This is an optimization exercise on Yosys and OpenROAD, whose aim is small area, a short achievable clock period and few clock cycles per item, not a production implementation. Only simulation tests tie the RTL to the original design; equivalence was not proved.

==> run a: inputs <==
==> flow/design.v <==
module pfs_softdec (
  input  wire        clk,
  input  wire        rst,
  input  wire        cmd_valid,
  output wire        cmd_ready,
  input  wire [15:0] cmd_len,
  input  wire [2:0]  cmd_ed,
  input  wire [1:0]  cmd_inner,
  input  wire [1:0]  cmd_outer,
  input  wire        in_valid,
  output wire        in_ready,
  input  wire [7:0]  in_data,
  output reg         out_valid,
  input  wire        out_ready,
  output reg  [7:0]  out_data,
  output reg         res_valid,
  output reg         res_ok
);
  reg        busy;
  reg [2:0]  ed_r;
  reg        inner_h, outer_h;
  wire       mlm = inner_h | outer_h;      
  wire       hdm = inner_h & outer_h;      
  assign cmd_ready = ~busy;
  wire   cmd_take  = cmd_valid & ~busy;
  reg    start;                   
  reg        in_ready_r;
  assign in_ready = in_ready_r;
  wire   take = in_valid & in_ready_r;
  reg [7:0]  ir;
  reg        iv;
  reg [3:0]  q;
  reg [2:0]  q_cnt;
  wire       q_has = (q_cnt != 3'd0);
  wire       q_out = q[q_cnt[1:0] - 2'd1];
  wire       q_deq;
  reg [6:0]  kh;          
  reg        cmp;         
  reg        cmp2;        
  reg [5:0]  lo [0:7];
  reg [4:0]  hi [0:7];
  reg        cy [0:7];
  reg [13:0] sf [0:3];    
  wire       fire_a = cmp & ~cmp2 & (q_cnt == 3'd0) & ~start;
  wire       nib_wr = cmp2 & ~start;
  wire [7:0] sg;
  assign sg[0] = 1'b0;
  assign sg[1] = kh[0] | kh[2] | kh[3] | kh[6];
  assign sg[2] = kh[0] | kh[1] | kh[3] | kh[5];
  assign sg[3] = kh[1] | kh[2] | kh[5] | kh[6];
  assign sg[4] = kh[0] | kh[1] | kh[2] | kh[4];
  assign sg[5] = kh[1] | kh[3] | kh[4] | kh[6];
  assign sg[6] = kh[2] | kh[3] | kh[4] | kh[5];
  assign sg[7] = kh[0] | kh[4] | kh[5] | kh[6];
  wire [7:0] ue = {~ir[7], ir[6:0]};      
  wire       st = iv & kh[0];             
  function [6:0] radd6(input [5:0] x, input [5:0] y, input ci);
    integer i;
    reg c;
    begin
      c = ci;
      for (i = 0; i < 6; i = i + 1) begin
        radd6[i] = x[i] ^ y[i] ^ c;
        c = (x[i] & y[i]) | (x[i] & c) | (y[i] & c);
      end
      radd6[6] = c;
    end
  endfunction
  function [4:0] radd5(input [4:0] x, input [4:0] y, input ci);
    integer i;
    reg c;
    begin
      c = ci;
      for (i = 0; i < 5; i = i + 1) begin
        radd5[i] = x[i] ^ y[i] ^ c;
        c = (x[i] & y[i]) | (x[i] & c) | (y[i] & c);
      end
    end
  endfunction
  integer a;
  reg [6:0]  lo_n [0:7];
  reg [4:0]  hi_n [0:7];
  always @(*) begin
    for (a = 0; a < 8; a = a + 1) begin : accn
      reg [7:0] op;
      reg [5:0] lb;
      reg [4:0] hb;
      op = sg[a] ? ~ue : ue;
      lb = st ? ((a == 0) ? 6'd3 : 6'h3F) : lo[a];
      hb = st ? ((a == 0) ? 5'd0 : 5'h1F) : hi[a];
      lo_n[a] = radd6(lb, op[5:0], sg[a]);
      hi_n[a] = radd5(hb, {{3{op[7]}}, op[7:6]}, cy[a] & ~st);
    end
  end
  function [13:0] leaf(input [5:0] l, input [4:0] h, input c, input [2:0] ai);
    reg [4:0] th;
    reg [3:0] dd;
    begin
      th = h + {4'd0, c};
      dd = {^(ai & 3'b111), ^(ai & 3'b110), ^(ai & 3'b101), ^(ai & 3'b011)};
      leaf = {{th[3:0], l} ^ {10{th[4]}}, th[4] ? dd : ~dd};
    end
  endfunction
  function [13:0] best(input [13:0] x, input [13:0] y);
    best = ({y[13:4], ~y[3:0]} > {x[13:4], ~x[3:0]}) ? y : x;
  endfunction
  reg [13:0] lf [0:7];
  integer b;
  always @(*)
    for (b = 0; b < 8; b = b + 1)
      lf[b] = leaf(lo[b], hi[b], cy[b], b[2:0]);
  wire [13:0] f0  = best(sf[0], sf[1]);
  wire [13:0] f1  = best(sf[2], sf[3]);
  wire [13:0] fw  = best(f0, f1);
  wire [3:0]  nib = fw[3:0];
  reg [2:0]  j;
  reg [3:0]  hd;
  reg [2:0]  syn;
  reg [3:0]  q2;
  reg [2:0]  q2_cnt;
  wire       q2_deq;
  wire       hd_go = hdm & q_has & ((j != 3'd6) | (q2_cnt == 3'd0));
  function [2:0] xcol(input [2:0] kk);
    case (kk)
      3'd0: xcol = 3'b111;
      3'd1: xcol = 3'b110;
      3'd2: xcol = 3'b101;
      3'd3: xcol = 3'b011;
      3'd4: xcol = 3'b100;
      3'd5: xcol = 3'b010;
      default: xcol = 3'b001;
    endcase
  endfunction
  wire [2:0] syn_n = syn ^ (q_out ? xcol(j) : 3'b000);
  reg  [3:0] hd_fix;
  always @(*) begin
    case (syn_n)
      3'b011:  hd_fix = hd ^ 4'b0001;
      3'b101:  hd_fix = hd ^ 4'b0010;
      3'b110:  hd_fix = hd ^ 4'b0100;
      3'b111:  hd_fix = hd ^ 4'b1000;
      default: hd_fix = hd;
    endcase
  end
  reg [6:0]  sreg;
  reg [2:0]  bitcnt;
  reg [15:0] bc;
  reg        kph;
  reg        done;
  reg [31:0] crc;
  reg        ok;
  reg [2:0]  vpos;
  reg        cwpar;
  wire       fb_v = hdm ? (q2_cnt != 3'd0) : q_has;
  wire       fb_b = hdm ? q2[3] : q_out;
  wire       fgo  = fb_v & (done | ~((bitcnt == 3'd7) & ~kph & out_valid));
  wire       fuse = fgo & ~done;
  assign q2_deq = hdm & fgo;
  assign q_deq  = hdm ? hd_go : fgo;
  wire       ed_chk  = (ed_r == 3'd2);
  wire       ed_crc  = ed_r[2] | (ed_r == 3'd3);
  wire       inv     = kph & (ed_r == 3'd6);
  wire       fbk     = crc[31] ^ fb_b ^ inv;
  reg [31:0] poly;
  always @(*) begin
    case (ed_r)
      3'd3:    poly = 32'h07000000;
      3'd4:    poly = 32'h10210000;
      3'd5:    poly = 32'h864CFB00;
      default: poly = 32'h04C11DB7;
    endcase
  end
  wire [31:0] crc_step = {crc[30:0], 1'b0} ^ (fbk ? poly : 32'h0);
  wire [7:0]  byte_now = {sreg, fb_b};
  wire        byte_end = fuse & (bitcnt == 3'd7);
  wire        bc_last  = (bc == 16'd1);
  function [2:0] key_len(input [2:0] e);
    case (e)
      3'd2, 3'd3: key_len = 3'd1;
      3'd4:       key_len = 3'd2;
      3'd5:       key_len = 3'd3;
      3'd6:       key_len = 3'd4;
      default:    key_len = 3'd0;
    endcase
  endfunction
  function [31:0] crc_init(input [2:0] e);
    case (e)
      3'd4:    crc_init = 32'hFFFF0000;
      3'd5:    crc_init = 32'hB704CE00;
      3'd6:    crc_init = 32'hFFFFFFFF;
      default: crc_init = 32'h00000000;
    endcase
  endfunction
  wire in_done = ~mlm | ((vpos == 3'd0) & ~cwpar);
  wire finish  = busy & ~start & done & in_done & ~out_valid;
  wire       busy_n = cmd_take | (busy & ~finish);
  wire       iv_n   = take & mlm;
  wire [6:0] kh_n   = start ? 7'b0000001 : (iv ? {kh[5:0], kh[6]} : kh);
  wire       cmp2_n = fire_a;
  reg  [2:0] q_cnt_n;
  always @(*) begin
    if (start)             q_cnt_n = {2'b00, take & ~mlm};
    else if (nib_wr)       q_cnt_n = 3'd4;
    else if (take & ~mlm)  q_cnt_n = q_cnt + {2'b00, ~q_deq};
    else                   q_cnt_n = q_cnt - {2'b00, q_deq};
  end
  wire kin0_n = iv_n ? kh_n[6] : kh_n[0];
  wire in_ready_n = cmd_take |
                    (busy & ~finish & (mlm ? (~kin0_n | ((q_cnt_n == 3'd0) & ~cmp2_n))
                                           : (q_cnt_n != 3'd4)));
  always @(posedge clk) begin
    ir <= take ? in_data : 8'h80;
    for (a = 0; a < 8; a = a + 1) begin
      lo[a] <= lo_n[a][5:0];
      cy[a] <= lo_n[a][6];
      hi[a] <= hi_n[a];
    end
    sf[0] <= best(lf[0], lf[1]);
    sf[1] <= best(lf[2], lf[3]);
    sf[2] <= best(lf[4], lf[5]);
    sf[3] <= best(lf[6], lf[7]);
    if (rst) begin
      busy       <= 1'b0;
      start      <= 1'b0;
      in_ready_r <= 1'b0;
      out_valid  <= 1'b0;
      res_valid  <= 1'b0;
      iv         <= 1'b0;
      cmp        <= 1'b0;
      cmp2       <= 1'b0;
      q_cnt      <= 3'd0;
      q2_cnt     <= 3'd0;
      done       <= 1'b1;
    end else begin
      busy       <= busy_n;
      start      <= cmd_take;
      in_ready_r <= in_ready_n;
      iv         <= iv_n;
      kh         <= kh_n;
      cmp2       <= cmp2_n;
      q_cnt      <= q_cnt_n;
      res_valid  <= finish;
      if (finish)
        res_ok <= ed_chk ? (crc[31:24] == 8'h00) : ok;
      if (byte_end & ~kph) begin
        out_valid <= 1'b1;
        out_data  <= byte_now;
      end else if (out_ready)
        out_valid <= 1'b0;
      if (cmd_take) begin
        ed_r    <= cmd_ed;
        inner_h <= (cmd_inner == 2'd2);
        outer_h <= (cmd_outer == 2'd2);
        bc      <= cmd_len;
      end
      if (nib_wr)
        q <= nib;
      else if (take & ~mlm)
        q <= {q[2:0], in_data[7]};
      if (start) begin
        cmp     <= 1'b0;
        j       <= 3'd0;
        syn     <= 3'd0;
        q2_cnt  <= 3'd0;
        bitcnt  <= 3'd0;
        kph     <= 1'b0;
        done    <= 1'b0;
        crc     <= crc_init(ed_r);
        ok      <= 1'b1;
        vpos    <= {2'b00, take};
        cwpar   <= 1'b0;
      end else begin
        if (take) vpos <= vpos + 3'd1;
        if (iv & kh[6]) begin
          cmp   <= 1'b1;
          cwpar <= ~cwpar;
        end else if (fire_a)
          cmp   <= 1'b0;
        if (hd_go) begin
          if (j[2] == 1'b0) hd <= {hd[2:0], q_out};
          if (j == 3'd6) begin
            j   <= 3'd0;
            syn <= 3'd0;
            q2  <= hd_fix;
          end else begin
            j   <= j + 3'd1;
            syn <= syn_n;
          end
        end
        if (hd_go & (j == 3'd6))
          q2_cnt <= 3'd4;
        else if (q2_deq) begin
          q2_cnt <= q2_cnt - 3'd1;
          q2     <= {q2[2:0], 1'b0};
        end
        if (fuse) begin
          sreg   <= byte_now[6:0];
          bitcnt <= bitcnt + 3'd1;
          if (ed_crc) crc <= crc_step;
          if (kph & ed_crc & fbk) ok <= 1'b0;
          if (byte_end) begin
            if (ed_chk) crc[31:24] <= crc[31:24] + byte_now;
            if (bc_last) begin
              if (~kph & (key_len(ed_r) != 3'd0)) begin
                kph <= 1'b1;
                bc  <= {13'd0, key_len(ed_r)};
              end else
                done <= 1'b1;
            end else
              bc <= bc - 16'd1;
          end
        end
      end
    end
  end
endmodule
==> flow/run.sh <==
#!/bin/bash
# synth_recipe.tcl (not shown) runs the flow's synth.tcl, then flattens the netlist and writes it again
# the make line also repeats each setting of config.mk as NAME=value (left out here)
make -C /OpenROAD-flow-scripts/flow DESIGN_CONFIG=/design/flow/config.mk WORK_HOME=/design/flow/orfs CLKGATE_MAP_FILE= SYNTH_SCRIPT=/design/flow/synth_recipe.tcl finish
==> flow/config.mk <==
export PLATFORM = sky130hd
export DESIGN_NAME = pfs_softdec
export DESIGN_NICKNAME = pfs_softdec
export VERILOG_FILES = /design/flow/design.v
export SDC_FILE = /design/flow/constraint.sdc
export NUM_CORES = 4
export LEC_CHECK = 0
export CAP_MARGIN = 20
export CORE_MARGIN = 2
export CORE_UTILIZATION = 40
export SLEW_MARGIN = 20
==> flow/constraint.sdc <==
create_clock -name core_clock -period 14.0 [get_ports {clk}]
set_input_delay 2.8000 -clock core_clock [delete_from_list [all_inputs] [get_ports {clk}]]
set_output_delay 2.8000 -clock core_clock [all_outputs]
set_load 0.01 [all_outputs]
==> run b: changes against run a <==
--- a/flow/design.v
+++ b/flow/design.v
@@ -105,4 +105,11 @@
     best = ({y[13:4], ~y[3:0]} > {x[13:4], ~x[3:0]}) ? y : x;
   endfunction
+  function [13:0] best1(input [13:0] x, input [13:0] y);
+    reg ylt;
+    begin
+      ylt  = (x[3] ^ x[2] ^ y[3] ^ y[2]) ? ~y[3] : ~y[2];
+      best1 = ({y[13:4], ylt} > {x[13:4], 1'b0}) ? y : x;
+    end
+  endfunction
   reg [13:0] lf [0:7];
   integer b;
@@ -198,15 +205,18 @@
   wire [6:0] kh_n   = start ? 7'b0000001 : (iv ? {kh[5:0], kh[6]} : kh);
   wire       cmp2_n = fire_a;
+  wire [2:0] q_rem = q_cnt - {2'b00, q_deq};
+  wire [2:0] q_inc = q_cnt + {2'b00, ~q_deq};
+  wire       tk_bit = take & ~mlm;
   reg  [2:0] q_cnt_n;
   always @(*) begin
-    if (start)             q_cnt_n = {2'b00, take & ~mlm};
-    else if (nib_wr)       q_cnt_n = 3'd4;
-    else if (take & ~mlm)  q_cnt_n = q_cnt + {2'b00, ~q_deq};
-    else                   q_cnt_n = q_cnt - {2'b00, q_deq};
+    if (start)        q_cnt_n = {2'b00, tk_bit};
+    else if (nib_wr)  q_cnt_n = 3'd4;
+    else              q_cnt_n = tk_bit ? q_inc : q_rem;
   end
-  wire kin0_n = iv_n ? kh_n[6] : kh_n[0];
-  wire in_ready_n = cmd_take |
-                    (busy & ~finish & (mlm ? (~kin0_n | ((q_cnt_n == 3'd0) & ~cmp2_n))
-                                           : (q_cnt_n != 3'd4)));
+  wire q0_n  = start | (~nib_wr & (q_rem == 3'd0));
+  wire ml_ok = q0_n & ~fire_a;
+  wire rdy0  = mlm ? (~kh_n[0] | ml_ok) : (start | (q_rem != 3'd4));
+  wire rdy1  = mlm ? (~kh_n[6] | ml_ok) : (start | (q_inc != 3'd4));
+  wire in_ready_n = cmd_take | (busy & ~finish & (take ? rdy1 : rdy0));
   always @(posedge clk) begin
     ir <= take ? in_data : 8'h80;
@@ -216,8 +226,8 @@
       hi[a] <= hi_n[a];
     end
-    sf[0] <= best(lf[0], lf[1]);
-    sf[1] <= best(lf[2], lf[3]);
-    sf[2] <= best(lf[4], lf[5]);
-    sf[3] <= best(lf[6], lf[7]);
+    sf[0] <= best1(lf[0], lf[1]);
+    sf[1] <= best1(lf[2], lf[3]);
+    sf[2] <= best1(lf[4], lf[5]);
+    sf[3] <= best1(lf[6], lf[7]);
     if (rst) begin
       busy       <= 1'b0;
@@ -226,88 +236,87 @@
       out_valid  <= 1'b0;
       res_valid  <= 1'b0;
-      iv         <= 1'b0;
-      cmp        <= 1'b0;
-      cmp2       <= 1'b0;
-      q_cnt      <= 3'd0;
-      q2_cnt     <= 3'd0;
-      done       <= 1'b1;
     end else begin
       busy       <= busy_n;
       start      <= cmd_take;
       in_ready_r <= in_ready_n;
-      iv         <= iv_n;
-      kh         <= kh_n;
-      cmp2       <= cmp2_n;
-      q_cnt      <= q_cnt_n;
       res_valid  <= finish;
-      if (finish)
-        res_ok <= ed_chk ? (crc[31:24] == 8'h00) : ok;
-      if (byte_end & ~kph) begin
+      if (byte_end & ~kph)
         out_valid <= 1'b1;
-        out_data  <= byte_now;
-      end else if (out_ready)
+      else if (out_ready)
         out_valid <= 1'b0;
-      if (cmd_take) begin
-        ed_r    <= cmd_ed;
-        inner_h <= (cmd_inner == 2'd2);
-        outer_h <= (cmd_outer == 2'd2);
-        bc      <= cmd_len;
-      end
-      if (nib_wr)
-        q <= nib;
-      else if (take & ~mlm)
-        q <= {q[2:0], in_data[7]};
-      if (start) begin
-        cmp     <= 1'b0;
-        j       <= 3'd0;
-        syn     <= 3'd0;
-        q2_cnt  <= 3'd0;
-        bitcnt  <= 3'd0;
-        kph     <= 1'b0;
-        done    <= 1'b0;
-        crc     <= crc_init(ed_r);
-        ok      <= 1'b1;
-        vpos    <= {2'b00, take};
-        cwpar   <= 1'b0;
-      end else begin
-        if (take) vpos <= vpos + 3'd1;
-        if (iv & kh[6]) begin
-          cmp   <= 1'b1;
-          cwpar <= ~cwpar;
-        end else if (fire_a)
-          cmp   <= 1'b0;
-        if (hd_go) begin
-          if (j[2] == 1'b0) hd <= {hd[2:0], q_out};
-          if (j == 3'd6) begin
-            j   <= 3'd0;
-            syn <= 3'd0;
-            q2  <= hd_fix;
-          end else begin
-            j   <= j + 3'd1;
-            syn <= syn_n;
-          end
-        end
-        if (hd_go & (j == 3'd6))
-          q2_cnt <= 3'd4;
-        else if (q2_deq) begin
-          q2_cnt <= q2_cnt - 3'd1;
-          q2     <= {q2[2:0], 1'b0};
+    end
+    iv    <= iv_n;
+    kh    <= kh_n;
+    cmp2  <= cmp2_n;
+    q_cnt <= q_cnt_n;
+    if (finish)
+      res_ok <= ed_chk ? (crc[31:24] == 8'h00) : ok;
+    if (byte_end & ~kph)
+      out_data <= byte_now;
+    if (cmd_take) begin
+      ed_r    <= cmd_ed;
+      inner_h <= (cmd_inner == 2'd2);
+      outer_h <= (cmd_outer == 2'd2);
+      bc      <= cmd_len;
+    end
+    if (nib_wr)
+      q <= nib;
+    else if (take & ~mlm)
+      q <= {q[2:0], in_data[7]};
+    if (rst)
+      done <= 1'b1;
+    else if (start)
+      done <= 1'b0;
+    else if (byte_end & bc_last & (kph | (key_len(ed_r) == 3'd0)))
+      done <= 1'b1;
+    if (start) begin
+      cmp     <= 1'b0;
+      j       <= 3'd0;
+      syn     <= 3'd0;
+      q2_cnt  <= 3'd0;
+      bitcnt  <= 3'd0;
+      kph     <= 1'b0;
+      crc     <= crc_init(ed_r);
+      ok      <= 1'b1;
+      vpos    <= {2'b00, take};
+      cwpar   <= 1'b0;
+    end else begin
+      if (take) vpos <= vpos + 3'd1;
+      if (iv & kh[6]) begin
+        cmp   <= 1'b1;
+        cwpar <= ~cwpar;
+      end else if (fire_a)
+        cmp   <= 1'b0;
+      if (hd_go) begin
+        if (j[2] == 1'b0) hd <= {hd[2:0], q_out};
+        if (j == 3'd6) begin
+          j   <= 3'd0;
+          syn <= 3'd0;
+          q2  <= hd_fix;
+        end else begin
+          j   <= j + 3'd1;
+          syn <= syn_n;
         end
-        if (fuse) begin
-          sreg   <= byte_now[6:0];
-          bitcnt <= bitcnt + 3'd1;
-          if (ed_crc) crc <= crc_step;
-          if (kph & ed_crc & fbk) ok <= 1'b0;
-          if (byte_end) begin
-            if (ed_chk) crc[31:24] <= crc[31:24] + byte_now;
-            if (bc_last) begin
-              if (~kph & (key_len(ed_r) != 3'd0)) begin
-                kph <= 1'b1;
-                bc  <= {13'd0, key_len(ed_r)};
-              end else
-                done <= 1'b1;
-            end else
-              bc <= bc - 16'd1;
-          end
+      end
+      if (hd_go & (j == 3'd6))
+        q2_cnt <= 3'd4;
+      else if (q2_deq) begin
+        q2_cnt <= q2_cnt - 3'd1;
+        q2     <= {q2[2:0], 1'b0};
+      end
+      if (fuse) begin
+        sreg   <= byte_now[6:0];
+        bitcnt <= bitcnt + 3'd1;
+        if (ed_crc) crc <= crc_step;
+        if (kph & ed_crc & fbk) ok <= 1'b0;
+        if (byte_end) begin
+          if (ed_chk) crc[31:24] <= crc[31:24] + byte_now;
+          if (bc_last) begin
+            if (~kph & (key_len(ed_r) != 3'd0)) begin
+              kph <= 1'b1;
+              bc  <= {13'd0, key_len(ed_r)};
+            end
+          end else
+            bc <= bc - 16'd1;
         end
       end
==> flow/flow/run.sh (new file) <==
#!/bin/bash
set -o pipefail
export BUFFER_PORTS_ARGS="-buffer_cell sky130_fd_sc_hd__buf_2"
bash standard.sh > standard.log 2>&1
==> flow/standard.sh (new file) <==
#!/bin/bash
# synth_recipe.tcl (not shown) runs the flow's synth.tcl, then flattens the netlist and writes it again
# the make line also repeats each setting of config.mk as NAME=value (left out here)
make -C /OpenROAD-flow-scripts/flow DESIGN_CONFIG=/design/flow/config.mk WORK_HOME=/design/flow/orfs CLKGATE_MAP_FILE= SYNTH_SCRIPT=/design/flow/synth_recipe.tcl "${@:-finish}"
removed: flow/run.sh
==> implementation parameters <==
Parameter                              Value

Run status
  Result of the run ... complete, no violations

Synthesis
  Post-synthesis share of cell area spent on full adders, half adders and majority gates ... 0.1763

Global routing
  First-pass GRT wire length ... approximately 62000 um
  Global-route total usage across every layer ... 0.1747

CTS
  Total CTS buffers ... 34

Timing
  Final critical path time including I/O delays and setup ... 4170 ps
  Remaining max-slew budget at the tightest pin ... 0.2904
# the run above: run b

==> implementation parameters <==
Parameter                              Value

Synthesis
  Post-synthesis share of cell area spent on full adders, half adders and majority gates ... 0.1849
  Number of enable-type register cells in the synthesized netlist ... 103

CTS
  Total CTS buffers ... 31
  Post-CTS Setup Repair Bufs ... 0

Worst setup path
  Worst stage delay on the critical path ... 650 ps

Run status
  Result of the run ... complete, no violations

Finish
  Top register by number of flip-flops ... sf
  Area of all placed cells without fillers ... 19100 um^2

Global routing
  First-pass GRT wire length ... 62020 um

Timing
  Remaining max-slew budget at the tightest pin ... 0.3395
# the run above: run a

Testbench counts of run a, summed over its fixed seeds: cycles 79,864, items 4,540.
Testbench counts of run b, summed over its fixed seeds: cycles 79,864, items 4,540.

==> separate check: timing with driven ports <==
How much do the figures lean on ideal ports? The routed layouts below were timed once more, with nothing changed but the port constraints.
Step 1, drivers: a clkbuf_16 drives clk and a buf_2 each remaining input, both assumed.
Step 2 adds t to the input delays and takes it off the output delays; t is the mean of the earliest and latest rising clock arrival at the registers after step 1. Input paths then give back, and output paths get back, about the clock's delay inside the block.
Slacks: ideal / step 1 / step 2; pairs: ideal / step 1.
run | t, ns | setup WS [ns] | worst slew at a driven data input, ns | pins driven straight from the clock port
run a | 0.618 | 9.103 / 9.127 / 8.509 | 0.06 | 1
run b | 0.570 | 9.830 / 9.830 / 9.410 | 0.05 | 1
After both steps setup and hold are still met in every run listed. For run a, which loses most, drivers alone change the setup slack by +0.024 ns; drivers and shift together by -0.594 ns.
